Context: an optimization exercise on an open-source flow, tuned for small area, a short achievable clock period and few clock cycles per item. The choices shown serve that exercise and are no tape-out recipe. Only simulation tests tie the RTL to the original design; equivalence was not proved.

==> flow/design.v <==
module os_sorter (
    input  wire        clk,
    input  wire        rst,         
    input  wire        kw_en,
    input  wire [3:0]  kw_idx,
    input  wire [63:0] kw_data,
    input  wire [3:0]  kr_idx,
    output wire [63:0] kr_data,
    input  wire        cmd_valid,
    input  wire [31:0] cmd_word,
    output wire [7:0]  status
);
    localparam KEY_CAP = 16;
    localparam [7:0] ST_BUSY    = 8'h01;
    localparam [7:0] ST_DONE    = 8'h02;
    localparam [7:0] ST_ILLEGAL = 8'h18;
    localparam [7:0] ST_BADARG  = 8'h28;
    reg [63:0] key  [0:KEY_CAP-1];      
    reg [3:0]  lidx [0:KEY_CAP-1];      
    reg        prec [0:KEY_CAP-1][0:KEY_CAP-1];   
    reg        busy;                    
    reg [KEY_CAP-1:0] act_r;            
    reg [7:0]  status_r;
    assign status = status_r;
    integer s, t;
    function le64;
        input [63:0] a;
        input [63:0] b;
        reg   [63:0] g, p;
        integer w, j;
        begin
            g = ~a & b;
            p = ~a | b;
            for (w = 1; w < 64; w = w * 2)
                for (j = 0; j + w < 64; j = j + 2 * w) begin
                    g[j] = g[j + w] | (p[j + w] & g[j]);
                    p[j] = p[j + w] & p[j];
                end
            le64 = g[0] | p[0];
        end
    endfunction
    function [3:0] ones15;
        input [14:0] x;
        reg s0, s1, s2, s3, s4, c0, c1, c2, c3, c4;
        reg t0, t1, d0, d1, u0, u1, e0, e1;
        reg f0, v0, g0, h0, k0, m0, m1;
        begin
            {c0, s0} = {1'b0, x[0]}  + {1'b0, x[1]}  + {1'b0, x[2]};
            {c1, s1} = {1'b0, x[3]}  + {1'b0, x[4]}  + {1'b0, x[5]};
            {c2, s2} = {1'b0, x[6]}  + {1'b0, x[7]}  + {1'b0, x[8]};
            {c3, s3} = {1'b0, x[9]}  + {1'b0, x[10]} + {1'b0, x[11]};
            {c4, s4} = {1'b0, x[12]} + {1'b0, x[13]} + {1'b0, x[14]};
            {d0, t0} = {1'b0, s0} + {1'b0, s1} + {1'b0, s2};
            {d1, t1} = {1'b0, s3} + {1'b0, s4};
            {e0, u0} = {1'b0, c0} + {1'b0, c1} + {1'b0, c2};
            {e1, u1} = {1'b0, c3} + {1'b0, c4};
            {f0, ones15[0]} = {1'b0, t0} + {1'b0, t1};
            {g0, v0} = {1'b0, d0} + {1'b0, d1} + {1'b0, u0};
            {h0, ones15[1]} = {1'b0, v0} + {1'b0, u1} + {1'b0, f0};
            {m0, k0} = {1'b0, e0} + {1'b0, e1} + {1'b0, g0};
            {m1, ones15[2]} = {1'b0, k0} + {1'b0, h0};
            ones15[3] = m0 | m1;
        end
    endfunction
    reg [KEY_CAP-1:0] act;
    reg [14:0] pri;
    reg [3:0]  rank [0:KEY_CAP-1];
    always @(*) begin
        for (s = 0; s < KEY_CAP; s = s + 1)
            act[s] = !busy || act_r[s];
        for (s = 0; s < KEY_CAP; s = s + 1) begin
            for (t = 0; t < KEY_CAP; t = t + 1)
                if (t < s)
                    pri[t] = act[t] & prec[t][s];
                else if (t > s)
                    pri[t - 1] = act[t] & ~prec[s][t];
            rank[s] = ones15(pri);
        end
    end
    reg [63:0] rd;
    always @(*) begin
        rd = 64'd0;
        for (s = 0; s < KEY_CAP; s = s + 1)
            rd = rd | ({64{lidx[s] == kr_idx}} & key[s]);
    end
    assign kr_data = rd;
    reg [KEY_CAP-1:0] wsel;
    reg [KEY_CAP-1:0] wle;              
    always @(*) begin
        for (s = 0; s < KEY_CAP; s = s + 1) begin
            wsel[s] = kw_en && !busy && (lidx[s] == kw_idx);
            wle[s]  = le64(kw_data, key[s]);
        end
    end
    wire [3:0]  cmd_rsv = cmd_word[31:28];
    wire [23:0] cmd_arg = cmd_word[27:4];
    wire [3:0]  cmd_opc = cmd_word[3:0];
    wire cmd_illegal = (cmd_rsv != 4'd0) || (cmd_opc != 4'h3);
    wire cmd_badarg  = (cmd_arg > KEY_CAP);
    wire [4:0] cmd_n = cmd_arg[4:0];
    wire sort_go   = cmd_valid && !busy && !cmd_illegal && !cmd_badarg;
    wire sort_all  = cmd_n[4];                      
    wire sort_part = (cmd_n[3:1] != 3'd0) && !cmd_n[4];   
    always @(posedge clk) begin
        for (s = 0; s < KEY_CAP; s = s + 1)
            if (wsel[s])
                key[s] <= kw_data;
    end
    always @(posedge clk) begin
        for (s = 0; s < KEY_CAP; s = s + 1)
            for (t = s + 1; t < KEY_CAP; t = t + 1)
                if (wsel[s])
                    prec[s][t] <= wle[t];
                else if (wsel[t])
                    prec[s][t] <= ~wle[s];
    end
    always @(posedge clk) begin
        if (sort_go)
            for (s = 0; s < KEY_CAP; s = s + 1)
                act_r[s] <= {1'b0, lidx[s]} < cmd_n;
    end
    always @(posedge clk) begin
        if (rst) begin
            status_r <= 8'h00;
            busy     <= 1'b0;
            for (s = 0; s < KEY_CAP; s = s + 1)
                lidx[s] <= s[3:0];
        end else if (busy) begin
            for (s = 0; s < KEY_CAP; s = s + 1)
                if (act[s])
                    lidx[s] <= rank[s];
            busy     <= 1'b0;
            status_r <= ST_DONE;
        end else if (cmd_valid) begin
            if (cmd_illegal)
                status_r <= ST_ILLEGAL;
            else if (cmd_badarg)
                status_r <= ST_BADARG;
            else if (sort_part) begin
                status_r <= ST_BUSY;
                busy     <= 1'b1;
            end else begin
                status_r <= ST_DONE;
                if (sort_all)
                    for (s = 0; s < KEY_CAP; s = s + 1)
                        lidx[s] <= rank[s];
            end
        end
    end
endmodule
==> flow/config.mk <==
export PLATFORM = sky130hd
export DESIGN_NAME = os_sorter
export DESIGN_NICKNAME = os_sorter
export VERILOG_FILES = /design/flow/design.v
export SDC_FILE = /design/flow/constraint.sdc
export NUM_CORES = 4
export LEC_CHECK = 0
export CAP_MARGIN = 20
export CORE_MARGIN = 2
export CORE_UTILIZATION = 40
export PLACE_DENSITY = 0.55
export SETUP_SLACK_MARGIN = 3.5
export SLEW_MARGIN = 20
==> flow/constraint.sdc <==
create_clock -name core_clock -period 9.0 [get_ports {clk}]
set_input_delay 1.8000 -clock core_clock [delete_from_list [all_inputs] [get_ports {clk}]]
set_output_delay 1.8000 -clock core_clock [all_outputs]
set_load 0.01 [all_outputs]
run.sh (not shown) runs the stock make flow with config.mk's settings and CLKGATE_MAP_FILE= SYNTH_SCRIPT=/design/flow/synth_recipe.tcl, a recipe that flattens the netlist after the stock synthesis.
The baseline went through all stages and came out clean.
Testbench counts at the start, summed over its fixed seeds: cycles 6,585, sorts 384.
==> next run, changes <==
--- a/flow/design.v
+++ b/flow/design.v
@@ -17,11 +17,11 @@
     localparam [7:0] ST_BADARG  = 8'h28;
     reg [63:0] key  [0:KEY_CAP-1];      
     reg [3:0]  lidx [0:KEY_CAP-1];      
     reg        prec [0:KEY_CAP-1][0:KEY_CAP-1];   
     reg        busy;                    
-    reg [KEY_CAP-1:0] act_r;            
+    reg [4:0]  n_r;                     
     reg [7:0]  status_r;
     assign status = status_r;
     integer s, t;
     function le64;
         input [63:0] a;
@@ -39,37 +39,30 @@
             le64 = g[0] | p[0];
         end
     endfunction
     function [3:0] ones15;
         input [14:0] x;
-        reg s0, s1, s2, s3, s4, c0, c1, c2, c3, c4;
-        reg t0, t1, d0, d1, u0, u1, e0, e1;
-        reg f0, v0, g0, h0, k0, m0, m1;
+        reg [1:0] a0, a1, a2, a3, a4;
+        reg [3:0] b0;
+        reg [2:0] b1;
         begin
-            {c0, s0} = {1'b0, x[0]}  + {1'b0, x[1]}  + {1'b0, x[2]};
-            {c1, s1} = {1'b0, x[3]}  + {1'b0, x[4]}  + {1'b0, x[5]};
-            {c2, s2} = {1'b0, x[6]}  + {1'b0, x[7]}  + {1'b0, x[8]};
-            {c3, s3} = {1'b0, x[9]}  + {1'b0, x[10]} + {1'b0, x[11]};
-            {c4, s4} = {1'b0, x[12]} + {1'b0, x[13]} + {1'b0, x[14]};
-            {d0, t0} = {1'b0, s0} + {1'b0, s1} + {1'b0, s2};
-            {d1, t1} = {1'b0, s3} + {1'b0, s4};
-            {e0, u0} = {1'b0, c0} + {1'b0, c1} + {1'b0, c2};
-            {e1, u1} = {1'b0, c3} + {1'b0, c4};
-            {f0, ones15[0]} = {1'b0, t0} + {1'b0, t1};
-            {g0, v0} = {1'b0, d0} + {1'b0, d1} + {1'b0, u0};
-            {h0, ones15[1]} = {1'b0, v0} + {1'b0, u1} + {1'b0, f0};
-            {m0, k0} = {1'b0, e0} + {1'b0, e1} + {1'b0, g0};
-            {m1, ones15[2]} = {1'b0, k0} + {1'b0, h0};
-            ones15[3] = m0 | m1;
+            a0 = {1'b0, x[0]}  + {1'b0, x[1]}  + {1'b0, x[2]};
+            a1 = {1'b0, x[3]}  + {1'b0, x[4]}  + {1'b0, x[5]};
+            a2 = {1'b0, x[6]}  + {1'b0, x[7]}  + {1'b0, x[8]};
+            a3 = {1'b0, x[9]}  + {1'b0, x[10]} + {1'b0, x[11]};
+            a4 = {1'b0, x[12]} + {1'b0, x[13]} + {1'b0, x[14]};
+            b0 = {2'b0, a0} + {2'b0, a1} + {2'b0, a2};
+            b1 = {1'b0, a3} + {1'b0, a4};
+            ones15 = b0 + {1'b0, b1};
         end
     endfunction
     reg [KEY_CAP-1:0] act;
     reg [14:0] pri;
     reg [3:0]  rank [0:KEY_CAP-1];
     always @(*) begin
         for (s = 0; s < KEY_CAP; s = s + 1)
-            act[s] = !busy || act_r[s];
+            act[s] = {1'b0, lidx[s]} < n_r;
         for (s = 0; s < KEY_CAP; s = s + 1) begin
             for (t = 0; t < KEY_CAP; t = t + 1)
                 if (t < s)
                     pri[t] = act[t] & prec[t][s];
                 else if (t > s)
@@ -96,13 +89,11 @@
     wire [23:0] cmd_arg = cmd_word[27:4];
     wire [3:0]  cmd_opc = cmd_word[3:0];
     wire cmd_illegal = (cmd_rsv != 4'd0) || (cmd_opc != 4'h3);
     wire cmd_badarg  = (cmd_arg > KEY_CAP);
     wire [4:0] cmd_n = cmd_arg[4:0];
-    wire sort_go   = cmd_valid && !busy && !cmd_illegal && !cmd_badarg;
-    wire sort_all  = cmd_n[4];                      
-    wire sort_part = (cmd_n[3:1] != 3'd0) && !cmd_n[4];   
+    wire sort_go = cmd_valid && !busy && !cmd_illegal && !cmd_badarg;
     always @(posedge clk) begin
         for (s = 0; s < KEY_CAP; s = s + 1)
             if (wsel[s])
                 key[s] <= kw_data;
     end
@@ -114,12 +105,11 @@
                 else if (wsel[t])
                     prec[s][t] <= ~wle[s];
     end
     always @(posedge clk) begin
         if (sort_go)
-            for (s = 0; s < KEY_CAP; s = s + 1)
-                act_r[s] <= {1'b0, lidx[s]} < cmd_n;
+            n_r <= cmd_n;
     end
     always @(posedge clk) begin
         if (rst) begin
             status_r <= 8'h00;
             busy     <= 1'b0;
@@ -134,17 +124,12 @@
         end else if (cmd_valid) begin
             if (cmd_illegal)
                 status_r <= ST_ILLEGAL;
             else if (cmd_badarg)
                 status_r <= ST_BADARG;
-            else if (sort_part) begin
+            else begin
                 status_r <= ST_BUSY;
                 busy     <= 1'b1;
-            end else begin
-                status_r <= ST_DONE;
-                if (sort_all)
-                    for (s = 0; s < KEY_CAP; s = s + 1)
-                        lidx[s] <= rank[s];
             end
         end
     end
 endmodule
Effect: The changed run produced a clean layout; worst setup slack is better by 0.13 ns; synthesized cell count came out lower by about 1.1%; sequential share of layout area decreases by 0.23 points; cell count decreases by 0.83%; design area came out lower by about 0.36%; critical path depth came out lower by 2.
Testbench counts after the change, summed over its fixed seeds: cycles 6,893, sorts 384.

-- what the ideal ports hide --
The results above use ideal ports. As a check the final layouts listed here were re-extracted and re-timed, cells and wires unchanged.
Step 1 sets driving cells, clkbuf_16 on the clock port and buf_2 on the other inputs (assumed; they add their load-dependent delay and slew).
Step 2 adds t to the input delays and takes it off the output delays; t is the mean of the earliest and latest rising clock arrival at the registers after step 1. Input paths then give back, and output paths get back, about the clock's delay inside the block.
a / b / c = ideal ports / drivers / drivers and shift; a / b = the first two.
run | shift t [ns] | setup WS [ns] | latest minus earliest clock arrival (ns) | worst data-port slew with drivers (ns)
the first run | 0.898 | 3.016 / 2.873 / 2.487 | 0.057 / 0.058 | 0.21
the second run | 0.894 | 3.149 / 3.055 / 2.550 | 0.045 / 0.044 | 0.19
After both steps every run listed still meets setup and hold. The setup slack of the second run, which loses most, moves by -0.094 ns with the drivers and by -0.599 ns with both steps.
